This is an optimization exercise on Yosys and OpenROAD, whose aim is small area, not a production implementation. Where RTL was checked, it was by simulation tests only, not by an equivalence proof against the original. The RTL of runs 1 and 2 was laid out without a check of its function. Power figures rest on the tool's default switching activity, not on a simulated workload.

==> flow/design.v <==
module hp45_core (
    input  wire        clk,
    input  wire        rst,
    input  wire        tick,
    input  wire        cmd_valid,
    input  wire [15:0] cmd,
    input  wire [31:0] wdata,
    output reg         rsp_valid,
    output reg  [2:0]  rc,
    output reg  [31:0] rdata,
    output wire [7:0]  port0,
    output wire [7:0]  port1,
    output wire        irq
);
    localparam integer A   = 8;
    localparam integer P   = 14;
    localparam integer PAT = A * P;
    localparam [2:0] RC_OK      = 3'd0;
    localparam [2:0] RC_FULL    = 3'd1;
    localparam [2:0] RC_EMPTY   = 3'd2;
    localparam [2:0] RC_BUSY    = 3'd3;
    localparam [2:0] RC_ILLEGAL = 3'd4;
    localparam [5:0] OP_LDPOS    = 6'h01;
    localparam [5:0] OP_LDPAT    = 6'h02;
    localparam [5:0] OP_ADD      = 6'h03;
    localparam [5:0] OP_NEXT     = 6'h04;
    localparam [5:0] OP_PEEKPOS  = 6'h05;
    localparam [5:0] OP_PEEKPAT  = 6'h06;
    localparam [5:0] OP_PKAPOS   = 6'h07;
    localparam [5:0] OP_PKAPAT   = 6'h08;
    localparam [5:0] OP_RDSPC    = 6'h09;
    localparam [5:0] OP_RDSPCMIN = 6'h0A;
    localparam [5:0] OP_WRSPC    = 6'h0B;
    localparam [5:0] OP_MERGED   = 6'h0C;
    localparam [5:0] OP_SETMODE  = 6'h0D;
    localparam [5:0] OP_GETMODE  = 6'h0E;
    localparam [5:0] OP_GETLOOP  = 6'h0F;
    localparam [5:0] OP_CLEARALL = 6'h10;
    localparam [5:0] OP_RESETRD  = 6'h11;
    localparam [5:0] OP_SETACT   = 6'h12;
    localparam [5:0] OP_SETPMODE = 6'h13;
    localparam [5:0] OP_SETSPLIT = 6'h20;
    localparam [5:0] OP_SETTMODE = 6'h21;
    localparam [5:0] OP_ENCODE   = 6'h22;
    localparam [5:0] OP_ENCIN    = 6'h23;
    localparam [5:0] OP_RDSTG    = 6'h24;
    localparam [5:0] OP_RDACT    = 6'h25;
    localparam [5:0] OP_DISPATCH = 6'h30;
    localparam [5:0] OP_ISBUSY   = 6'h31;
    localparam [5:0] OP_ACKDONE  = 6'h32;
    localparam [5:0] OP_SETIRQ   = 6'h33;
    localparam [5:0] OP_RDSTAT   = 6'h34;
    localparam [5:0] OP_RDXFER   = 6'h35;
    localparam [5:0] OP_RDPORT   = 6'h36;
    localparam [5:0] OP_RDTMR    = 6'h37;
    localparam [5:0] OP_RDELAP   = 6'h38;
    localparam [1:0] M_CLEARING = 2'd0;
    localparam [1:0] M_LOOPING  = 2'd2;
    localparam [1:0] D_IDLE     = 2'd0;
    localparam [1:0] D_ARMING   = 2'd1;
    localparam [1:0] D_INFLIGHT = 2'd2;
    function [7:0] pair_desc(input [7:0] idx, input [1:0] km1, input t);
        reg [4:0] sl;
        reg [7:0] x;
        reg [2:0] a;
        reg       oor;
        reg [4:0] off;
        reg [3:0] o;
        reg [1:0] j, r;
        begin
            case ({km1, t})
                3'd0: sl = 5'd5;
                3'd1: sl = 5'd6;
                3'd2: sl = 5'd8;
                3'd3: sl = 5'd10;
                3'd4: sl = 5'd11;
                3'd5: sl = 5'd14;
                3'd6: sl = 5'd14;
                default: sl = 5'd18;
            endcase
            x = idx;
            oor = ({1'b0, x} >= {1'b0, sl, 3'b0});
            a[2] = (x >= {1'b0, sl, 2'b0}); if (a[2]) x = x - {1'b0, sl, 2'b0};
            a[1] = (x >= {2'b0, sl, 1'b0}); if (a[1]) x = x - {2'b0, sl, 1'b0};
            a[0] = (x >= {3'b0, sl});       if (a[0]) x = x - {3'b0, sl};
            off = x[4:0];
            o = off[3:0] - 4'd2;
            if (t) begin
                j = o[3:2]; r = o[1:0];
            end else begin
                j = (o >= 4'd9) ? 2'd3 : (o >= 4'd6) ? 2'd2 : (o >= 4'd3) ? 2'd1 : 2'd0;
                r = o - {j, 1'b0} - {2'b0, j};
            end
            pair_desc = 8'd0;
            if (!oor) begin
                if (off == 5'd0)
                    pair_desc = {3'b001, a, 2'b00};
                else if (off >= 5'd2) begin
                    if (r == 2'd0)
                        pair_desc = {3'b100, a, j};
                    else if (r == 2'd1 || (r == 2'd2 && t))
                        pair_desc = {3'b110, a, j};
                end
            end
        end
    endfunction
    function [P-1:0] split_mask(input [1:0] km1, input [1:0] j);
        case ({km1, j})
            4'd0: split_mask = 14'h3FFF;
            4'd4: split_mask = 14'h1555;
            4'd5: split_mask = 14'h2AAA;
            4'd8: split_mask = 14'h1249;
            4'd9: split_mask = 14'h2492;
            4'd10: split_mask = 14'h0924;
            4'd12: split_mask = 14'h1111;
            4'd13: split_mask = 14'h2222;
            4'd14: split_mask = 14'h0444;
            4'd15: split_mask = 14'h0888;
            default: split_mask = 14'h0000;
        endcase
    endfunction
    function [15:0] pair_val(input [7:0] d, input [P-1:0] w, input [1:0] km1);
        begin
            if (d[5])
                pair_val = 16'h4000;
            else if (d[7])
                pair_val = {d[6], 1'b0, w & split_mask(km1, d[1:0])};
            else
                pair_val = 16'd0;
        end
    endfunction
    reg [31:0]    slot_pos0, slot_pos1, slot_pos2, slot_pos3;
    reg [PAT-1:0] slot_pat0, slot_pat1, slot_pat2, slot_pat3;
    reg [3:0]     slot_v;
    reg [1:0]     w_q, r0_q, r1_q;
    reg [1:0]     mode_q;
    reg [31:0]    loopcnt_q;
    reg           act0_q, act1_q;
    reg [1:0]     pmode_q;
    reg [31:0]    in_pos_q;
    reg [PAT-1:0] in_pat_q;
    reg [1:0]     km1_q;           
    reg           tmode_q;
    reg [PAT-1:0] stg_pat;
    reg [1:0]     stg_km1;
    reg           stg_t;
    reg           stg_v;
    reg [PAT-1:0] act_pat;
    reg [1:0]     act_km1;
    reg           act_t;
    reg           act_v;
    reg [1:0]     dstate_q;
    reg [7:0]     pidx_q;
    reg [1:0]     tmr_q;
    reg           trig_q;
    reg [2:0]     elapsed_q;
    reg           donep_q;
    reg           irqen_q;
    assign irq = donep_q & irqen_q;
    wire [5:0] op   = cmd[15:10];
    wire       side = cmd[9];
    wire [4:0] aidx = cmd[8:4];
    wire [3:0] rsv  = cmd[3:0];
    wire op_known = (op <= 6'h13) || (op >= 6'h20 && op <= 6'h25) ||
                    (op >= 6'h30 && op <= 6'h38);
    wire uses_s   = (op >= OP_NEXT && op <= OP_RDSPC) || (op == OP_SETACT);
    wire uses_idx = (op == OP_LDPAT) || (op == OP_PEEKPAT) ||
                    (op == OP_PKAPAT) || (op == OP_MERGED);
    wire illegal = !op_known || (rsv != 4'd0) || (!uses_s && side) ||
                   (!uses_idx && aidx != 5'd0) || (uses_idx && aidx[4:3] != 2'd0);
    wire [1:0] unread0 = w_q - r0_q - 2'd1;
    wire [1:0] unread1 = w_q - r1_q - 2'd1;
    wire [1:0] unread_s = side ? unread1 : unread0;
    wire [1:0] umax = (unread0 > unread1) ? unread0 : unread1;
    wire [1:0] umin = (unread0 < unread1) ? unread0 : unread1;
    wire [2:0] wspace = (mode_q == M_CLEARING) ? {1'b0, 2'd3 - umax} :
                        (w_q == 2'd0) ? 3'd4 : {1'b0, -w_q};
    wire [1:0] w_inc = w_q + 2'd1;
    wire [1:0] umax_a = umax + 2'd1;
    wire [2:0] wspace_a = (mode_q == M_CLEARING) ? {1'b0, 2'd3 - umax_a} :
                          (w_inc == 2'd0) ? 3'd4 : {1'b0, -w_inc};
    wire [1:0] r_s   = side ? r1_q : r0_q;
    wire [1:0] nxt_s = r_s + 2'd1;
    wire contrib0 = act0_q && (pmode_q == 2'd0 || pmode_q == 2'd1);
    wire contrib1 = act1_q && (pmode_q == 2'd0 || pmode_q == 2'd2);
    wire [1:0] nr0 = side ? r0_q : r0_q + 2'd1;
    wire [1:0] nr1 = side ? r1_q + 2'd1 : r1_q;
    wire       nx_loop = (mode_q == M_LOOPING) && (w_q - nr0 == 2'd1) &&
                         (w_q - nr1 == 2'd1);
    wire [1:0] nx_r0 = nx_loop ? 2'd0 : nr0;
    wire [1:0] nx_r1 = nx_loop ? 2'd0 : nr1;
    wire [1:0] nx_rsp = w_q - (side ? nx_r1 : nx_r0) - 2'd1;
    wire [7:0]  rd_d;
    wire peek_op  = (op >= OP_PEEKPOS) && (op <= OP_PKAPAT);
    wire [1:0] tgt = (op == OP_PKAPOS || op == OP_PKAPAT) ? nxt_s : r_s;
    wire encin_op = (op == OP_ENCIN);
    wire rdreg_op = (op == OP_RDSTG) || (op == OP_RDACT);
    reg [3:0] sel;
    integer s;
    always @* begin
        for (s = 0; s < 4; s = s + 1) begin
            if (encin_op || rdreg_op)
                sel[s] = 1'b0;
            else if (peek_op)
                sel[s] = (tgt == s);
            else
                sel[s] = (contrib0 && r0_q == s) || (contrib1 && r1_q == s);
            sel[s] = sel[s] & slot_v[s];
        end
    end
    wire [PAT-1:0] net_pat = (sel[0] ? slot_pat0 : {PAT{1'b0}}) |
                             (sel[1] ? slot_pat1 : {PAT{1'b0}}) |
                             (sel[2] ? slot_pat2 : {PAT{1'b0}}) |
                             (sel[3] ? slot_pat3 : {PAT{1'b0}}) |
                             (encin_op ? in_pat_q : {PAT{1'b0}}) |
                             ((op == OP_RDSTG) ? stg_pat : {PAT{1'b0}}) |
                             ((op == OP_RDACT) ? act_pat : {PAT{1'b0}});
    wire [31:0] net_pos = (sel[0] ? slot_pos0 : 32'd0) |
                          (sel[1] ? slot_pos1 : 32'd0) |
                          (sel[2] ? slot_pos2 : 32'd0) |
                          (sel[3] ? slot_pos3 : 32'd0);
    wire [2:0]   net_wsel = rdreg_op ? rd_d[4:2] : aidx[2:0];
    wire [P-1:0] net_word = net_pat[net_wsel * P +: P];
    wire [15:0] enc_len = (km1_q == 2'd0) ? (tmode_q ? 16'd48  : 16'd40)  :
                          (km1_q == 2'd1) ? (tmode_q ? 16'd80  : 16'd64)  :
                          (km1_q == 2'd2) ? (tmode_q ? 16'd112 : 16'd88)  :
                                            (tmode_q ? 16'd144 : 16'd112);
    wire        rd_act = op[0];
    wire [1:0]  rd_km1 = rd_act ? act_km1 : stg_km1;
    wire        rd_t   = rd_act ? act_t : stg_t;
    wire        rd_v   = rd_act ? act_v : stg_v;
    assign rd_d = pair_desc(wdata[7:0], rd_km1, rd_t);
    wire [15:0] rd_pair = rd_v ? pair_val(rd_d, net_word, rd_km1) : 16'd0;
    wire        idx_ok = (wdata < 32'd144);
    localparam [2:0] PS_NONE   = 3'd0;    
    localparam [2:0] PS_START  = 3'd1;    
    localparam [2:0] PS_ADV    = 3'd2;    
    localparam [2:0] PS_ZERO   = 3'd3;    
    localparam [2:0] PS_PHASE  = 3'd4;    
    reg [2:0] ps_q;
    reg [2:0] pa_q;
    reg [1:0] pj_q, pr_q;
    wire [P-1:0] pt_w  = act_pat[pa_q * P +: P];
    wire [P-1:0] pt_m  = pt_w & split_mask(act_km1, pj_q);
    wire [15:0] port_v = !act_v               ? 16'd0 :
                         (ps_q == PS_ADV)     ? 16'h4000 :
                         (ps_q != PS_PHASE)   ? 16'd0 :
                         (pr_q == 2'd0)       ? {2'b00, pt_m} :
                         (pr_q == 2'd1 || (pr_q == 2'd2 && act_t)) ? {2'b10, pt_m} :
                                                16'd0;
    reg [2:0] n_ps, n_pa;
    reg [1:0] n_pj, n_pr;
    always @* begin
        n_ps = ps_q; n_pa = pa_q; n_pj = pj_q; n_pr = pr_q;
        case (ps_q)
            PS_START: begin n_ps = PS_ADV; n_pa = 3'd0; end
            PS_ADV:   n_ps = PS_ZERO;
            PS_ZERO:  begin n_ps = PS_PHASE; n_pj = 2'd0; n_pr = 2'd0; end
            PS_PHASE: begin
                if (pr_q != {1'b1, act_t})            
                    n_pr = pr_q + 2'd1;
                else if (pj_q != act_km1) begin
                    n_pj = pj_q + 2'd1; n_pr = 2'd0;
                end else if (pa_q != 3'd7) begin
                    n_pa = pa_q + 3'd1; n_ps = PS_ADV;
                end else
                    n_ps = PS_NONE;
            end
            default: ;
        endcase
    end
    assign port0 = port_v[7:0];
    assign port1 = port_v[15:8];
    wire busy = (dstate_q != D_IDLE) || (elapsed_q <= 3'd5);
    wire [2:0] split_v = {1'b0, km1_q} + 3'd1;
    wire [31:0] stat = {14'd0, donep_q & irqen_q, 1'b1, trig_q, irqen_q, donep_q,
                        busy, dstate_q, tmode_q, split_v, act1_q, act0_q,
                        pmode_q, mode_q};
    reg [2:0]  c_rc;
    reg [31:0] c_rdata;
    always @* begin
        c_rc    = RC_OK;
        c_rdata = 32'd0;
        if (illegal) begin
            c_rc = RC_ILLEGAL;
        end else begin
            case (op)
                OP_ADD:      if (wspace == 3'd0) c_rc = RC_FULL;
                             else c_rdata = wspace_a;
                OP_NEXT:     if (unread_s == 2'd0) c_rc = RC_EMPTY;
                             else c_rdata = nx_rsp;
                OP_PEEKPOS:  c_rdata = net_pos;
                OP_PEEKPAT:  c_rdata = net_word;
                OP_PKAPOS:   if (unread_s == 2'd0) c_rc = RC_EMPTY;
                             else c_rdata = net_pos;
                OP_PKAPAT:   if (unread_s == 2'd0) c_rc = RC_EMPTY;
                             else c_rdata = net_word;
                OP_RDSPC:    c_rdata = unread_s;
                OP_RDSPCMIN: c_rdata = umin;
                OP_WRSPC:    c_rdata = wspace;
                OP_MERGED:   c_rdata = net_word;
                OP_SETMODE:  c_rdata = (wdata <= 32'd2);
                OP_GETMODE:  c_rdata = mode_q;
                OP_GETLOOP:  c_rdata = loopcnt_q;
                OP_SETACT:   c_rdata = (wdata <= 32'd1);
                OP_SETPMODE: c_rdata = (wdata <= 32'd2);
                OP_SETSPLIT: c_rdata = (wdata < 32'd1) ? 32'd1 :
                                       (wdata > 32'd4) ? 32'd4 : wdata;
                OP_SETTMODE: c_rdata = (wdata <= 32'd1);
                OP_ENCODE,
                OP_ENCIN:    c_rdata = {enc_len, 16'd144};
                OP_RDSTG,
                OP_RDACT:    if (!idx_ok) c_rc = RC_ILLEGAL;
                             else c_rdata = rd_pair;
                OP_DISPATCH: if (busy) c_rc = RC_BUSY;
                OP_ISBUSY:   c_rdata = busy;
                OP_SETIRQ:   c_rdata = (wdata <= 32'd1);
                OP_RDSTAT:   c_rdata = stat;
                OP_RDXFER:   c_rdata = pidx_q;
                OP_RDPORT:   c_rdata = port_v;
                OP_RDTMR:    c_rdata = tmr_q;
                OP_RDELAP:   c_rdata = elapsed_q;
                default:     c_rdata = 32'd0;
            endcase
        end
    end
    wire do_cmd = cmd_valid && (c_rc == RC_OK);
    wire is_dispatch = do_cmd && (op == OP_DISPATCH);
    wire is_ackdone  = do_cmd && (op == OP_ACKDONE);
    wire [1:0] dstate_c = is_dispatch ? D_ARMING : dstate_q;
    wire       trig_c   = is_dispatch ? 1'b0 : trig_q;
    wire       donep_c  = is_ackdone ? 1'b0 : donep_q;
    reg [1:0] t_dstate;
    reg [7:0] t_pidx;
    reg [1:0] t_tmr;
    reg       t_trig;
    reg [2:0] t_elapsed;
    reg       t_donep;
    reg       t_edge, t_done, t_start, t_step;
    always @* begin
        t_start  = 1'b0;
        t_step   = 1'b0;
        t_dstate = dstate_c;
        t_pidx   = pidx_q;
        t_trig   = trig_c;
        t_donep  = donep_c;
        t_done   = 1'b0;
        t_edge   = (tmr_q == 2'd3);
        t_tmr    = tmr_q + 2'd1;
        case (dstate_c)
            D_IDLE: begin
                if (t_edge) t_trig = 1'b1;
            end
            D_ARMING: begin
                if (t_tmr == 2'd1) begin
                    t_tmr    = 2'd0;
                    t_trig   = 1'b0;
                    t_pidx   = 8'd0;
                    t_dstate = D_INFLIGHT;
                    t_start  = 1'b1;
                end else if (t_edge) begin
                    t_trig = 1'b1;
                end
            end
            D_INFLIGHT: begin
                if (t_edge) begin
                    t_step = 1'b1;
                    t_pidx = pidx_q + 8'd1;
                    if (pidx_q == 8'd143) begin
                        t_dstate = D_IDLE;
                        t_donep  = 1'b1;
                        t_done   = 1'b1;
                    end
                end
            end
            default: ;
        endcase
        if (t_done)
            t_elapsed = 3'd0;
        else if (elapsed_q <= 3'd5)
            t_elapsed = elapsed_q + 3'd1;
        else
            t_elapsed = 3'd6;
    end
    always @(posedge clk) begin
        rc    <= c_rc;
        rdata <= c_rdata;
        if (do_cmd && op == OP_ADD) begin
            case (w_q)
                2'd0: begin slot_pos0 <= in_pos_q; slot_pat0 <= in_pat_q; end
                2'd1: begin slot_pos1 <= in_pos_q; slot_pat1 <= in_pat_q; end
                2'd2: begin slot_pos2 <= in_pos_q; slot_pat2 <= in_pat_q; end
                default: begin slot_pos3 <= in_pos_q; slot_pat3 <= in_pat_q; end
            endcase
        end
        if (do_cmd && (op == OP_ENCODE || op == OP_ENCIN)) begin
            stg_pat <= net_pat;
            stg_km1 <= km1_q;
            stg_t   <= tmode_q;
        end
        if (do_cmd && op == OP_DISPATCH) begin
            act_pat <= stg_pat;
            act_km1 <= stg_km1;
            act_t   <= stg_t;
        end
    end
    always @(posedge clk) begin
        if (rst) begin
            slot_v     <= 4'd0;
            w_q        <= 2'd1;
            r0_q       <= 2'd0;
            r1_q       <= 2'd0;
            mode_q     <= M_CLEARING;
            loopcnt_q  <= 32'd0;
            act0_q     <= 1'b1;
            act1_q     <= 1'b1;
            pmode_q    <= 2'd0;
            in_pos_q   <= 32'd0;
            in_pat_q   <= {PAT{1'b0}};
            km1_q      <= 2'd0;
            tmode_q    <= 1'b0;
            stg_v      <= 1'b0;
            act_v      <= 1'b0;
            dstate_q   <= D_IDLE;
            pidx_q     <= 8'd0;
            tmr_q      <= 2'd0;
            trig_q     <= 1'b0;
            elapsed_q  <= 3'd6;
            ps_q       <= PS_NONE;
            donep_q    <= 1'b0;
            irqen_q    <= 1'b0;
            rsp_valid  <= 1'b0;
        end else begin
            rsp_valid <= cmd_valid;
            if (do_cmd) begin
                case (op)
                    OP_LDPOS: in_pos_q <= wdata;
                    OP_LDPAT: in_pat_q[aidx[2:0] * P +: P] <= wdata[P-1:0];
                    OP_ADD: begin
                        slot_v[w_q] <= 1'b1;
                        w_q <= w_inc;
                    end
                    OP_NEXT: begin
                        r0_q <= nx_r0;
                        r1_q <= nx_r1;
                        if (nx_loop) loopcnt_q <= loopcnt_q + 32'd1;
                    end
                    OP_SETMODE:  if (wdata <= 32'd2) mode_q <= wdata[1:0];
                    OP_CLEARALL: begin
                        slot_v    <= 4'd0;
                        w_q       <= 2'd1;
                        r0_q      <= 2'd0;
                        r1_q      <= 2'd0;
                        loopcnt_q <= 32'd0;
                    end
                    OP_RESETRD: begin
                        r0_q <= 2'd0;
                        r1_q <= 2'd0;
                    end
                    OP_SETACT: if (wdata <= 32'd1) begin
                        if (side) act1_q <= wdata[0];
                        else      act0_q <= wdata[0];
                    end
                    OP_SETPMODE: if (wdata <= 32'd2) pmode_q <= wdata[1:0];
                    OP_SETSPLIT: km1_q <= (wdata < 32'd1) ? 2'd0 :
                                          (wdata > 32'd4) ? 2'd3 : wdata[1:0] - 2'd1;
                    OP_SETTMODE: if (wdata <= 32'd1) tmode_q <= wdata[0];
                    OP_ENCODE,
                    OP_ENCIN:    stg_v <= 1'b1;
                    OP_DISPATCH: act_v <= stg_v;
                    OP_SETIRQ:   if (wdata <= 32'd1) irqen_q <= wdata[0];
                    default: ;
                endcase
            end
            if (tick) begin
                dstate_q  <= t_dstate;
                pidx_q    <= t_pidx;
                tmr_q     <= t_tmr;
                trig_q    <= t_trig;
                elapsed_q <= t_elapsed;
                donep_q   <= t_donep;
                if (t_start)
                    ps_q <= PS_START;
                if (t_step) begin
                    ps_q <= n_ps;
                    pa_q <= n_pa;
                    pj_q <= n_pj;
                    pr_q <= n_pr;
                end
            end else begin
                dstate_q <= dstate_c;
                trig_q   <= trig_c;
                donep_q  <= donep_c;
            end
        end
    end
endmodule
==> flow/run.sh <==
#!/bin/bash
# synth_recipe.tcl (not shown) runs the flow's synth.tcl, then flattens the netlist and writes it again
# the make line also repeats each setting of config.mk as NAME=value (left out here)
make -C /OpenROAD-flow-scripts/flow DESIGN_CONFIG=/design/flow/config.mk WORK_HOME=/design/flow/orfs CLKGATE_MAP_FILE= SYNTH_SCRIPT=/design/flow/synth_recipe.tcl finish
==> flow/config.mk <==
export PLATFORM = sky130hd
export DESIGN_NAME = hp45_core
export DESIGN_NICKNAME = hp45_core
export VERILOG_FILES = /design/flow/design.v
export SDC_FILE = /design/flow/constraint.sdc
export NUM_CORES = 8
export LEC_CHECK = 0
export CAP_MARGIN = 20
export CORE_MARGIN = 2
export CORE_UTILIZATION = 50
export CTS_BUF_LIST = sky130_fd_sc_hd__clkbuf_4 sky130_fd_sc_hd__clkbuf_8
export SLEW_MARGIN = 20
==> flow/constraint.sdc <==
create_clock -name core_clock -period 15.0 [get_ports {clk}]
set_input_delay 3.0000 -clock core_clock [delete_from_list [all_inputs] [get_ports {clk}]]
set_output_delay 3.0000 -clock core_clock [all_outputs]
set_load 0.01 [all_outputs]
==> run_results.csv, run 1 <==
group,metric,value,unit
worst_setup_path,slowest_delay,0.77,ns
synth,yosysWarningCount,1,
power,switching_power,1.74,mW
synth,ys_seq_area_share,63.1,%
hold_path,hold_start,"stg_pat[24]",
synth,yosysTopAreaCellShare,52.2,%
hold_path,hold_end,"act_pat[24]",
worst_setup_path,slowest_stage,"clkdlybuf4s50_1",
synth,synth_ff_type,"edfxtp_1",
synth,yosys.area.top_type,"edfxtp_1",
drt,vias_per_cell,6.49,
global_routing,grt_start_max_net_pins,113,
floorplan,fp.dieW,310,microns
placement,placed_area,49100,sq um
power,combPwrFrac,12.1,%
layout,stdcell_count,5325,
power,finalPower,6.52,mW
worst_setup_path,arrival,14.35,ns
clock_tree,ctsHtreeMaxLevel,4,
synth,synth_xor_area_share,1.11,%
timing,skew,0.0478,ns
synth,ys_seq_elements,1067,
layout,seq_area,29500,sq um
power,leakage,18.7,nW
layout,nets,4067,
layout,final_area,52700,sq um
floorplan,num_io_pins,105,
synth,syn_avg_cell_area,12.3,sq um
timing,timing.slew.headroom,26.6,%
placement,pre_cts_ws,0.732,ns
clock_tree,cts_hold_buf,0,
timing,hold-worst-slack,0.420,ns
placement,gp_congestion,1.01,
power,switching_share,26.6,%
clock_tree,cts_made_buffers,171,
timing,setup_viol,0,
layout,layout-drive-gt1-share,11.3,%
hold_path,min_path_cells,0,
global_routing,grt_overflow,0,
synth,syn-num-nets,3953,
synth,synth-compound-area-share,15.7,%
clock_tree,clkLatencyLatePin,0.88,ns
hold_path,min_path_type,"flop to flop",
synth,synth_edf_count,813,
timing,finalCritPeriodShare,90.2,%
layout,final_util,56.6,%
flow_run,cap_violations,0,
timing,setup_ws,1.46,ns
timing,fin_tns_setup,0,ns
drt,wl_per_cell,30.5,microns
global_routing,track_usage,33.7,%
placement,dp.cells,5006,
clock_tree,root_buffer,"clkbuf_8",
clock_tree,cts.sinks,1067,
power,peakVddDrop,0.0896,mV
synth,synthMuxAreaShare,4.09,%
worst_setup_path,cp-end-kind,"flop",
drt,vias,34600,
synth,synth.area.top_cells,"edfxtp_1, dfxtp_1, nand2_1, a222oi_1, a21oi_1",
worst_setup_path,reg2reg_from,"act_km1[0]",
synth,synth_top_family_by_area,"compound AO/OA/AOI/OAI gates",
global_routing,antenna_found_initial,10,
timing,hold_viol,0,
floorplan,initial_core_util,50.3,%
drt,drc,0,
drt,dr.pass1.iters,9,
global_routing,grt_pass1_vias,32400,
synth,yosys.area_share.adder,2.50,%
worst_setup_path,reg2reg_slack,3.69,ns
worst_setup_path,ff2ff_path_depth,38,
floorplan,dieArea,96000,sq um
worst_setup_path,required,15.82,ns
placement,io_buffers,104,
layout,multiInputGateArea,16100,sq um
drt,totalWireLength,163000,microns
global_routing,grt_pass1_wl,233000,microns
floorplan,rows,112,
run_status,status,"complete, no violations",
synth,synthArstFlopShare,0,%
timing,rsz0062_at_grt,"false",
power,p_seq_share,48.2,%
layout,areaGrowthSynthToFinish,12.7,%
power,p_int,4.78,mW
synth,synth-simple-area-share,10.9,%
clock_tree,path_clk_slew,0.06,ns
power,clkPwrFrac,39.8,%
clock_tree,clockBufferDepth,3,
worst_setup_path,crit_type,"input pin to flop",
floorplan,die-height,310,microns
worst_setup_path,crit_top_cell,"ha_1",
synth,syn_inst,3811,
placement,dp_hpwl,108000,microns
worst_setup_path,path_max_fanout,22,
clock_tree,cts_tree,"built",
worst_setup_path,worstSetupStartpointType,"input pin",
drt,drtIter0Drc,4887,
power,p_per_area,124,nW/um^2
synth,ys_types,97,
drt,ant_nets,0,
timing,final.min_clock_period,13.54,ns
timing,drv_slew,0,
floorplan,core-area,93000,sq um
clock_tree,post-cts-setup-buffers,0,
timing,fmax,73.9,MHz
worst_setup_path,crit_start,"cmd[10]",
synth,synth_area,46800,sq um
timing,worstMarginPinSlew,1.10,ns
clock_tree,cts_resized,0,
layout,nFillCells,8000,
worst_setup_path,r2r-end,"rdata[12]",
[state kept, by name (all words and copies together) (netlist names), 112 cells and up]
register   count
act_pat      112
in_pat_q     112
slot_pat0    112
slot_pat1    112
slot_pat2    112
slot_pat3    112
stg_pat      112
[power by group through the flow]
stage	clock network (mW)	registers, mW	logic (mW)
6_report	2.59	3.14	0.786
5_1_grt	2.75	3.14	0.835
4_1_cts	2.62	3.14	0.761
3_5_place_dp	0	3.20	0.758
3_3_place_gp	0	3.20	0.778
2_1_floorplan	0	3.20	0.507
[how the worst max path moves through the flow]
stage	slack, ns	end	depth (start not counted)
floorplan	3.15	rdata[1]	41
global placement	0.81	rdata[12]	39
detailed placement	0.73	rdata[12]	39
CTS	1.63	rdata[12]	39
global route	0.73	rdata[12]	39
finish	1.46	rdata[12]	39
[cell usage in the layout, fill, tap and decap left out, types with 23 or more instances in the layout]
cell / netlist / layout
clkbuf_8: 0 / 192
clkinv_1: 2 / 38
a22o_1: 114 / 114
buf_4: 3 / 68
inv_1: 71 / 70
xor2_1: 33 / 33
a222oi_1: 155 / 155
mux2i_1: 92 / 92
nor3_1: 49 / 43
clkdlybuf4s50_1: 0 / 103
nor2b_1: 24 / 24
ha_1: 84 / 84
a221oi_1: 122 / 122
a211oi_1: 25 / 23
o21ai_0: 99 / 96
xnor2_1: 26 / 26
clkbuf_4: 0 / 59
a21oi_1: 288 / 287
nand3_1: 67 / 67
or3_1: 29 / 28
nor4_1: 23 / 23
and3_1: 29 / 27
edfxtp_1: 813 / 813
nand2_1: 595 / 595
dfxtp_1: 254 / 254
mux4_2: 39 / 39
nor2_1: 217 / 216
[cells in the mapped netlist, drive strengths merged (6+ instances only)]
library cell,count
xor2,33
a22o,114
a211oi,28
and2,16
or2,15
o32ai,9
a21oi,288
o211ai,16
nor2,218
mux2i,92
a32oi,6
nand2,595
a221oi,122
o311ai,6
nand2b,22
xnor2,26
fa,6
nand3b,16
nand3,67
or3,29
mux2,10
nor4,24
a21o,14
buf,38
o22ai,18
nor3,52
edfxtp,813
nand4,15
o31ai,15
ha,84
o21ai,104
mux4,39
o21a,6
nor2b,24
a222oi,155
a31oi,18
and3,30
o21bai,7
a22oi,18
clkbuf,199
a221o,8
dfxtp,254
inv,73
[final cells by class]
class                           count  area share, %
Clock buffer                      251           5.85
Inverter                           75          0.539
Multi-Input combinational cell   2432           30.6
Clock inverter                     65          0.888
Sequential cell                  1067           56.0
Timing Repair Buffer              178           3.17
Antenna cell                        3         0.0142
Tap cell                         1254           2.98
[routing by layer]
| layer | vias to the layer above | global-route usage, % | wire length (microns) |
|---|---|---|---|
| met5 | - | 0 | 49 |
| met4 | 8 | 13.4 | 6310 |
| met3 | 307 | 7.09 | 15900 |
| met2 | 1884 | 50.2 | 71700 |
| met1 | 17300 | 48.5 | 68600 |
| li1 | 15100 | - | - |
[critical path, delay by kind of cell]
kind	cells	cell delay (ns)
adders and majority gates	5	1.62
and+or+nand+nor	10	2.14
buffers and inverters	4	1.42
AOI/OAI and AO/OA	18	5.05
muxes	2	1.06
[logic make-up (layout without fill, tap and decap cells)]
logic type / after synthesis / count (layout)
AOI/OAI and AO/OA: 998 / 998
buffers and inverters: 312 / 569
xor gates and xnor gates: 59 / 59
DFF: 1067 / 1067
adders and majority gates: 90 / 90
muxes: 141 / 141
other: 0 / 3
and+or+nand+nor: 1144 / 1144
==> run 2, diff against run 1 <==
==> flow/config.mk (replaced) <==
export PLATFORM = sky130hd
export DESIGN_NAME = hp45_core
export DESIGN_NICKNAME = hp45_core
export VERILOG_FILES = /design/flow/design.v
export SDC_FILE = /design/flow/constraint.sdc
export NUM_CORES = 8
export LEC_CHECK = 0
export ABC_AREA = 0
export CAP_MARGIN = 20
export CORE_MARGIN = 2
export CORE_UTILIZATION = 60
export SLEW_MARGIN = 20
==> run 2 against run 1 <==
Net effect: core utilization grew 11 points; final cell count is 6.2% lower; maximum frequency grew 2.2%; clock skew increased by 0.042 ns; first-iteration DRC count increased by 23%; worst setup slack gained 0.29 ns; clock-buffer cell count down 99; largest cell class unchanged; largest power group unchanged.
==> run_results.csv, run 2 <==
group,metric,value,unit
synth,ys_seq_area_share,63.1,%
clock_tree,root_buffer,"clkbuf_16",
flow_run,cap_violations,0,
clock_tree,path_clk_slew,0.06,ns
timing,timing.slew.headroom,21.0,%
clock_tree,clockBufferDepth,3,
synth,synth_most_common_cell,"edfxtp_1",
global_routing,track_usage,39.4,%
layout,nets,3996,
floorplan,num_io_pins,105,
timing,hold-worst-slack,0.400,ns
synth,ys_types,97,
timing,skew,0.0896,ns
worst_setup_path,path_buf_inv,2,
layout,mostFrequentLayoutCells,"edfxtp_1, nand2_1, a21oi_1",
worst_setup_path,ff2ff_path_depth,38,
timing,hold_viol,0,
timing,fmax,75.5,MHz
placement,dp.cells,4787,
synth,yosysWarningCount,1,
floorplan,core-area,77300,sq um
floorplan,dieArea,80200,sq um
layout,stdcell_count,4993,
drt,dr.pass1.iters,10,
timing,finalCritPeriodShare,88.3,%
drt,drc,0,
drt,vias,35700,
layout,areaGrowthSynthToFinish,12.1,%
drt,ant_nets,0,
clock_tree,post-cts-setup-buffers,0,
synth,synth.area.top_cells,"edfxtp_1, dfxtp_1, nand2_1, a222oi_1, a21oi_1",
timing,fin_tns_setup,0,ns
global_routing,antenna_found_initial,12,
timing,final.min_clock_period,13.24,ns
global_routing,grt_pass1_vias,33700,
layout,layout-drive-gt1-share,8.46,%
power,leakage,18.6,nW
floorplan,rows,102,
worst_setup_path,worstSetupStartpointType,"input pin",
synth,ys_seq_elements,1067,
clock_tree,clkLatencyLatePin,0.72,ns
synth,syn_avg_cell_area,12.3,sq um
timing,drv_slew,0,
placement,dp_hpwl,108000,microns
timing,setup_viol,0,
layout,multiInputGateArea,16100,sq um
synth,syn_inst,3811,
global_routing,grt_start_max_net_pins,114,
layout,nFillCells,5439,
synth,synth_area,46800,sq um
drt,totalWireLength,161000,microns
layout,mostFrequentLayoutCell,"edfxtp_1",
timing,rsz0062_at_grt,"false",
global_routing,grt_overflow,0,
drt,wl_per_cell,32.3,microns
power,finalPower,6.63,mW
floorplan,initial_core_util,60.5,%
clock_tree,cts_hold_buf,0,
worst_setup_path,crit_start,"cmd[10]",
global_routing,grt_pass1_wl,232000,microns
layout,seq_area,29500,sq um
clock_tree,cts.sinks,1067,
floorplan,die-height,283,microns
timing,worstMarginPinSlew,1.18,ns
worst_setup_path,crit_family,"compound AO/OA/AOI/OAI gates",
worst_setup_path,cp-end-kind,"flop",
synth,netlist_top_cells_count,"edfxtp_1, nand2_1, a21oi_1, dfxtp_1, nor2_1",
drt,drtIter0Drc,6019,
synth,synthArstFlopShare,0,%
synth,yosys.area.top_type,"edfxtp_1",
worst_setup_path,reg2reg_slack,4.26,ns
power,p_per_area,126,nW/um^2
worst_setup_path,r2r-end,"rdata[1]",
placement,gp_congestion,1.04,
clock_tree,cts_made_buffers,105,
worst_setup_path,critPathCapture,"rdata[1]",
floorplan,fp.dieW,283,microns
drt,vias_per_cell,7.15,
worst_setup_path,arrival,13.82,ns
clock_tree,cts_resized,0,
power,peakVddDrop,0.127,mV
synth,synth_ff_type,"edfxtp_1",
run_status,status,"complete, no violations",
worst_setup_path,reg2reg_from,"act_km1[0]",
worst_setup_path,crit_type,"input pin to flop",
worst_setup_path,cp.depth,37,
hold_path,min_path_type,"flop to flop",
clock_tree,ctsHtreeMaxLevel,3,
synth,syn-num-nets,3953,
worst_setup_path,required,15.58,ns
worst_setup_path,path_max_fanout,12,
synth,synth_edf_count,813,
placement,io_buffers,104,
worst_setup_path,slowest_delay,0.72,ns
clock_tree,cts_tree,"built",
synth,yosysTopAreaCellShare,52.2,%
worst_setup_path,slowest_stage,"a2111oi_0",
## run 2: cell counts after synthesis
Identical to the previous run, type by type.
## run 2: power breakdown
| group | internal, mW | switching (mW) |
|---|---|---|
| combinational | 0.240 | 0.532 |
| clock | 1.56 | 1.16 |
| sequential | 3.14 | 0.000949 |
| total | 4.94 | 1.69 |
## run 2: through the flow
step / worst slack [ns] / utilization, % / area, sq um
5_1_grt: 0.999 / 67.8 / 52400
2_1_floorplan: 3.15 / - / 46800
6_report: 1.76 / 67.8 / 52400
4_1_cts: 1.88 / 67.8 / 52400
3_3_place_gp: 1.21 / 63.1 / 48800
3_5_place_dp: 1.17 / 63.1 / 48800
## run 2: how the worst min path moves through the flow
stage                               to  cells after the start          from
after global routing        act_pat[4]                      0    stg_pat[4]
after detailed placement  act_pat[109]                      0  stg_pat[109]
final                       act_pat[4]                      0    stg_pat[4]
after CTS                   act_pat[4]                      0    stg_pat[4]
after floorplan             act_pat[0]                      0    stg_pat[0]
after global placement     act_pat[77]                      0   stg_pat[77]
## run 2: routing by layer
metal	vias to the layer above	wire length, microns	global-route usage (%)
li1	14900	-	-
met1	17600	59800	54.0
met2	2705	70600	58.5
met3	470	20600	9.57
met4	16	9900	21.1
met5	-	145	0
## run 2: layout make-up
cell class / count / share of cell area [%]
Antenna cell: 6 / 0.0286
Clock buffer: 152 / 5.75
Clock inverter: 48 / 1.13
Inverter: 75 / 0.542
Multi-Input combinational cell: 2432 / 30.7
Sequential cell: 1067 / 56.3
Tap cell: 1040 / 2.48
Timing Repair Buffer: 173 / 3.07
## run 2: kinds of logic after synthesis
logic type               count (synthesis)  synth area share, %
AO/OA/AOI/OAI                          998                 15.7
XOR/XNOR                                59                 1.11
adder cells (fa/ha/maj)                 90                 2.50
buffers and inverters                  312                 2.67
flip-flops                            1067                 63.1
multiplexers                           141                 4.09
AND/OR/NAND/NOR                       1144                 10.9
==> run 3, diff against run 2 <==
--- a/flow/design.v
+++ b/flow/design.v
@@ -190,16 +190,14 @@
     wire [1:0] nx_r0 = nx_loop ? 2'd0 : nr0;
     wire [1:0] nx_r1 = nx_loop ? 2'd0 : nr1;
     wire [1:0] nx_rsp = w_q - (side ? nx_r1 : nx_r0) - 2'd1;
-    wire [7:0]  rd_d;
     wire peek_op  = (op >= OP_PEEKPOS) && (op <= OP_PKAPAT);
     wire [1:0] tgt = (op == OP_PKAPOS || op == OP_PKAPAT) ? nxt_s : r_s;
     wire encin_op = (op == OP_ENCIN);
-    wire rdreg_op = (op == OP_RDSTG) || (op == OP_RDACT);
     reg [3:0] sel;
     integer s;
     always @* begin
         for (s = 0; s < 4; s = s + 1) begin
-            if (encin_op || rdreg_op)
+            if (encin_op)
                 sel[s] = 1'b0;
             else if (peek_op)
                 sel[s] = (tgt == s);
@@ -212,15 +210,12 @@
                              (sel[1] ? slot_pat1 : {PAT{1'b0}}) |
                              (sel[2] ? slot_pat2 : {PAT{1'b0}}) |
                              (sel[3] ? slot_pat3 : {PAT{1'b0}}) |
-                             (encin_op ? in_pat_q : {PAT{1'b0}}) |
-                             ((op == OP_RDSTG) ? stg_pat : {PAT{1'b0}}) |
-                             ((op == OP_RDACT) ? act_pat : {PAT{1'b0}});
+                             (encin_op ? in_pat_q : {PAT{1'b0}});
     wire [31:0] net_pos = (sel[0] ? slot_pos0 : 32'd0) |
                           (sel[1] ? slot_pos1 : 32'd0) |
                           (sel[2] ? slot_pos2 : 32'd0) |
                           (sel[3] ? slot_pos3 : 32'd0);
-    wire [2:0]   net_wsel = rdreg_op ? rd_d[4:2] : aidx[2:0];
-    wire [P-1:0] net_word = net_pat[net_wsel * P +: P];
+    wire [P-1:0] net_word = net_pat[aidx[2:0] * P +: P];
     wire [15:0] enc_len = (km1_q == 2'd0) ? (tmode_q ? 16'd48  : 16'd40)  :
                           (km1_q == 2'd1) ? (tmode_q ? 16'd80  : 16'd64)  :
                           (km1_q == 2'd2) ? (tmode_q ? 16'd112 : 16'd88)  :
@@ -229,46 +224,15 @@
     wire [1:0]  rd_km1 = rd_act ? act_km1 : stg_km1;
     wire        rd_t   = rd_act ? act_t : stg_t;
     wire        rd_v   = rd_act ? act_v : stg_v;
-    assign rd_d = pair_desc(wdata[7:0], rd_km1, rd_t);
-    wire [15:0] rd_pair = rd_v ? pair_val(rd_d, net_word, rd_km1) : 16'd0;
+    wire [7:0]  rd_d   = pair_desc(wdata[7:0], rd_km1, rd_t);
+    wire [2*PAT-1:0] both_pat = {act_pat, stg_pat};
+    wire [P-1:0] rd_w  = both_pat[{rd_act, rd_d[4:2]} * P +: P];
+    wire [15:0] rd_pair = rd_v ? pair_val(rd_d, rd_w, rd_km1) : 16'd0;
     wire        idx_ok = (wdata < 32'd144);
-    localparam [2:0] PS_NONE   = 3'd0;    
-    localparam [2:0] PS_START  = 3'd1;    
-    localparam [2:0] PS_ADV    = 3'd2;    
-    localparam [2:0] PS_ZERO   = 3'd3;    
-    localparam [2:0] PS_PHASE  = 3'd4;    
-    reg [2:0] ps_q;
-    reg [2:0] pa_q;
-    reg [1:0] pj_q, pr_q;
-    wire [P-1:0] pt_w  = act_pat[pa_q * P +: P];
-    wire [P-1:0] pt_m  = pt_w & split_mask(act_km1, pj_q);
-    wire [15:0] port_v = !act_v               ? 16'd0 :
-                         (ps_q == PS_ADV)     ? 16'h4000 :
-                         (ps_q != PS_PHASE)   ? 16'd0 :
-                         (pr_q == 2'd0)       ? {2'b00, pt_m} :
-                         (pr_q == 2'd1 || (pr_q == 2'd2 && act_t)) ? {2'b10, pt_m} :
-                                                16'd0;
-    reg [2:0] n_ps, n_pa;
-    reg [1:0] n_pj, n_pr;
-    always @* begin
-        n_ps = ps_q; n_pa = pa_q; n_pj = pj_q; n_pr = pr_q;
-        case (ps_q)
-            PS_START: begin n_ps = PS_ADV; n_pa = 3'd0; end
-            PS_ADV:   n_ps = PS_ZERO;
-            PS_ZERO:  begin n_ps = PS_PHASE; n_pj = 2'd0; n_pr = 2'd0; end
-            PS_PHASE: begin
-                if (pr_q != {1'b1, act_t})            
-                    n_pr = pr_q + 2'd1;
-                else if (pj_q != act_km1) begin
-                    n_pj = pj_q + 2'd1; n_pr = 2'd0;
-                end else if (pa_q != 3'd7) begin
-                    n_pa = pa_q + 3'd1; n_ps = PS_ADV;
-                end else
-                    n_ps = PS_NONE;
-            end
-            default: ;
-        endcase
-    end
+    wire [7:0]  pt_idx = pidx_q - 8'd1;
+    wire [7:0]  pt_d   = pair_desc(pt_idx, act_km1, act_t);
+    wire [P-1:0] pt_w  = act_pat[pt_d[4:2] * P +: P];
+    wire [15:0] port_v = (act_v && pidx_q != 8'd0) ? pair_val(pt_d, pt_w, act_km1) : 16'd0;
     assign port0 = port_v[7:0];
     assign port1 = port_v[15:8];
     wire busy = (dstate_q != D_IDLE) || (elapsed_q <= 3'd5);
@@ -336,10 +300,8 @@
     reg       t_trig;
     reg [2:0] t_elapsed;
     reg       t_donep;
-    reg       t_edge, t_done, t_start, t_step;
+    reg       t_edge, t_done;
     always @* begin
-        t_start  = 1'b0;
-        t_step   = 1'b0;
         t_dstate = dstate_c;
         t_pidx   = pidx_q;
         t_trig   = trig_c;
@@ -357,14 +319,12 @@
                     t_trig   = 1'b0;
                     t_pidx   = 8'd0;
                     t_dstate = D_INFLIGHT;
-                    t_start  = 1'b1;
                 end else if (t_edge) begin
                     t_trig = 1'b1;
                 end
             end
             D_INFLIGHT: begin
                 if (t_edge) begin
-                    t_step = 1'b1;
                     t_pidx = pidx_q + 8'd1;
                     if (pidx_q == 8'd143) begin
                         t_dstate = D_IDLE;
@@ -426,7 +386,6 @@
             tmr_q      <= 2'd0;
             trig_q     <= 1'b0;
             elapsed_q  <= 3'd6;
-            ps_q       <= PS_NONE;
             donep_q    <= 1'b0;
             irqen_q    <= 1'b0;
             rsp_valid  <= 1'b0;
@@ -479,14 +438,6 @@
                 trig_q    <= t_trig;
                 elapsed_q <= t_elapsed;
                 donep_q   <= t_donep;
-                if (t_start)
-                    ps_q <= PS_START;
-                if (t_step) begin
-                    ps_q <= n_ps;
-                    pa_q <= n_pa;
-                    pj_q <= n_pj;
-                    pr_q <= n_pr;
-                end
             end else begin
                 dstate_q <= dstate_c;
                 trig_q   <= trig_c;
--- a/flow/config.mk
+++ b/flow/config.mk
@@ -5,8 +5,7 @@
 export SDC_FILE = /design/flow/constraint.sdc
 export NUM_CORES = 8
 export LEC_CHECK = 0
-export ABC_AREA = 0
 export CAP_MARGIN = 20
 export CORE_MARGIN = 2
-export CORE_UTILIZATION = 60
+export CORE_UTILIZATION = 25
 export SLEW_MARGIN = 20
==> run 3 against run 2 <==
Net effect: flip-flop and latch count is 10 lower; synthesized cell count is 8.1% higher; first-iteration DRC count is 32% lower; via count is 1.5% higher; highest routed layer is now met4; combinational power is 41% higher; hold slack better by 0.028 ns.
==> run_results.csv, run 3 <==
group,metric,value,unit
run_status,status,"complete, no violations",
hold_path,min_path_type,"flop to flop",
power,combPwrFrac,15.5,%
power,clkPwrFrac,40.2,%
layout,nets,4362,
timing,fmax,70.2,MHz
drt,wl_met2,78600,microns
worst_setup_path,crit_type,"flop to primary output",
global_routing,grt_start_max_net_pins,132,
power,peakVddDrop,0.115,mV
floorplan,initial_core_util,25.2,%
power,p_int,5.07,mW
worst_setup_path,slowest_stage,"clkdlybuf4s50_1",
worst_setup_path,slowest_delay,0.55,ns
synth,synth_most_common_cell,"edfxtp_1",
placement,placed_area,52800,sq um
placement,gp_congestion,0.951,
timing,final.min_clock_period,14.25,ns
floorplan,die-height,444,microns
timing,drv_slew,0,
power,switching_share,27.8,%
clock_tree,path_clk_slew,0.06,ns
layout,mostFrequentLayoutCells,"edfxtp_1, nand2_1, nor2_1",
power,switching_power,1.95,mW
clock_tree,clockBufferDepth,3,
power,leakage,19.0,nW
drt,totalWireLength,169000,microns
drt,drc,0,
synth,synth_area,48500,sq um
synth,syn_inst,4120,
global_routing,grt_pass1_vias,34500,
synth,yosys.area.top_type,"edfxtp_1",
clock_tree,cts_hold_buf,0,
synth,syn-num-nets,4278,
floorplan,num_io_pins,105,
synth,synth_ff_type,"edfxtp_1",
clock_tree,root_buffer,"clkbuf_16",
clock_tree,cts.sinks,1057,
worst_setup_path,reg2reg_slack,4.18,ns
timing,hold_viol,0,
floorplan,core-area,193000,sq um
drt,routedLengthMet1,69500,microns
drt,ant_nets,0,
timing,worstMarginPinSlew,1.13,ns
synth,yosysWarningCount,1,
flow_run,cap_violations,0,
layout,layout-drive-gt1-share,10.4,%
drt,wl_met3,12200,microns
drt,routed.top_layer,"met4",
synth,synth.area.top_cells,"edfxtp_1, dfxtp_1, a22oi_1, nand2_1, nor2_1",
power,finalPower,7.02,mW
floorplan,fp.dieW,444,microns
worst_setup_path,worstSetupStartpointType,"flop",
worst_setup_path,crit_top_cell,"buf_4",
worst_setup_path,ff2ff_path_depth,36,
placement,dp_hpwl,117000,microns
clock_tree,cts_tree,"built",
global_routing,grt_pass1_wl,245000,microns
layout,final_area,56700,sq um
synth,synthArstFlopShare,0,%
global_routing,antenna_found_initial,1,
hold_path,hold_end,"act_pat[111]",
worst_setup_path,cp-end-kind,"primary output",
worst_setup_path,reg2reg_from,"act_km1[1]",
floorplan,dieArea,197000,sq um
drt,wl_per_cell,24.8,microns
synth,yosysTopAreaCellShare,49.9,%
synth,ys_seq_elements,1057,
power,p_per_area,124,nW/um^2
power,p_seq_share,44.3,%
timing,finalCritPeriodShare,95.0,%
synth,syn_avg_cell_area,11.8,sq um
global_routing,grt_overflow,0,
global_routing,track_usage,16.6,%
timing,setup_ws,0.750,ns
timing,skew,0.0703,ns
timing,setup_viol,0,
drt,drtIter0Drc,4079,
drt,vias,36300,
hold_path,min_path_cells,0,
layout,mostFrequentLayoutCell,"edfxtp_1",
hold_path,hold_start,"stg_pat[111]",
worst_setup_path,path_max_fanout,9,
clock_tree,ctsHtreeMaxLevel,3,
worst_setup_path,required,12.00,ns
drt,dr.pass1.iters,12,
clock_tree,cts_made_buffers,108,
drt,vias_per_cell,5.31,
layout,nFillCells,19600,
synth,netlist_top_cells_count,"edfxtp_1, nand2_1, nor2_1, a22oi_1, dfxtp_1",
placement,io_buffers,104,
synth,ys_types,106,
timing,timing.slew.headroom,24.1,%
floorplan,rows,161,
clock_tree,clkLatencyLatePin,0.77,ns
worst_setup_path,r2r-end,"rdata[7]",
synth,ys_seq_area_share,60.3,%
synth,synth_edf_count,806,
worst_setup_path,arrival,11.25,ns
layout,areaGrowthSynthToFinish,17.0,%
placement,pre_cts_ws,0.632,ns
==> run 3: worst max-delay path, delay by kind of cell, from the launching register on <==
| kind | cells | cell delay (ns) |
|---|---|---|
| fa+ha+maj | 6 | 1.87 |
| mux | 3 | 0.71 |
| xor+xnor | 1 | 0.30 |
| simple gates | 10 | 2.12 |
| compound gates | 18 | 3.62 |
| buf+inv | 6 | 1.42 |
| flops | 1 | 0.44 |
==> run 3: area by class of cell <==
cell class / instances / area, sq um / area share [%]
Inverter: 85 / 319 / 0.563
Clock buffer: 152 / 3070 / 5.41
Antenna cell: 1 / 2.50 / 0.00441
Timing Repair Buffer: 231 / 2110 / 3.72
Tap cell: 2526 / 3160 / 5.57
Multi-Input combinational cell: 2721 / 18100 / 32.0
Sequential cell: 1057 / 29200 / 51.5
Clock inverter: 53 / 704 / 1.24
==> run 3: what timing repair did <==
item / in CTS / in global routing
setup endpoints to repair: 9 / 15
gates resized for setup: 3 / 20
cloned: 0 / 0
setup buffers: 0 / 4
pin swaps: 1 / 3
==> run 3: how the worst max path moves through the flow <==
stage | start | slack [ns] | endpoint
final | pidx_q[0] | 0.75 | port0[4]
after global placement | pidx_q[0] | 0.46 | port1[5]
after floorplan | cmd[4] | 1.81 | stg_km1[0]
after global routing | pidx_q[0] | -0.05 | port0[3]
after CTS | pidx_q[0] | 0.04 | port0[6]
after detailed placement | pidx_q[0] | 0.63 | port1[5]
==> run 3: layer usage <==
layer	vias to the layer above	GRT usage, %
met1	18300	21.8
met3	304	2.51
met4	0	8.09
li1	16100	-
met2	1582	26.6
met5	-	0
==> run 3: metrics by stage <==
step / hold slack, ns / utilization (%) / cells / TNS (ns)
floorplan: 0.420 / - / 4120 / 0
global placement: 0.430 / 27.4 / 6616 / 0
detailed placement: 0.439 / 27.4 / 6616 / 0
CTS: 0.423 / 29.4 / 6821 / 0
global route: 0.448 / 29.4 / 6825 / -0.107
finish: 0.428 / 29.5 / 6826 / 0
==> run 3: kinds of logic after synthesis <==
| group | after synthesis | share of synthesized area (%) |
|---|---|---|
| fa+ha+maj | 106 | 2.88 |
| flops | 1057 | 60.3 |
| simple gates | 1265 | 11.7 |
| xor+xnor | 81 | 1.51 |
| mux | 128 | 3.56 |
| buf+inv | 342 | 2.82 |
| compound gates | 1141 | 17.2 |
==> run 3: power by group through the flow <==
| stage | registers (mW) | clock network [mW] | logic, mW |
|---|---|---|---|
| floorplan | 3.17 | 0 | 0.673 |
| global placement | 3.17 | 0 | 1.06 |
| detailed placement | 3.17 | 0 | 1.06 |
| CTS | 3.11 | 2.85 | 1.07 |
| global route | 3.10 | 2.97 | 1.15 |
| finish | 3.11 | 2.82 | 1.09 |

## re-timing with driven ports
The flow's constraints put no driver on any port. The routed layouts listed below were extracted and timed again, unchanged, in two steps. Step 1 assumes that a clkbuf_16 drives the clock port and a buf_2 every other input. Step 2 times the ports against the registers' clock, not the clock port: input delays grow and output delays shrink by t, the midpoint of the rising clock arrivals with the driver on. a / b / c = ideal ports / drivers / drivers and shift; a / b = the first two.
| run | t (ns) | slack for setup (ns) | latest minus earliest clock arrival (ns) | slew at the worst register clock pin (ns) | pins driven straight from the clock port |
|---|---|---|---|---|---|
| run 1 | 0.924 | 1.465 / 1.506 / 0.582 | 0.050 / 0.051 | 0.07 / 0.07 | 1 |
| run 2 | 0.748 | 1.756 / 1.707 / 0.959 | 0.093 / 0.093 | 0.07 / 0.07 | 1 |
| run 3 | 0.825 | 0.750 / 0.663 / 1.090 | 0.090 / 0.090 | 0.07 / 0.07 | 1 |
After both steps every run listed still meets setup and hold. For run 1, which loses most, drivers alone change the setup slack by +0.041 ns; drivers and shift together by -0.883 ns.
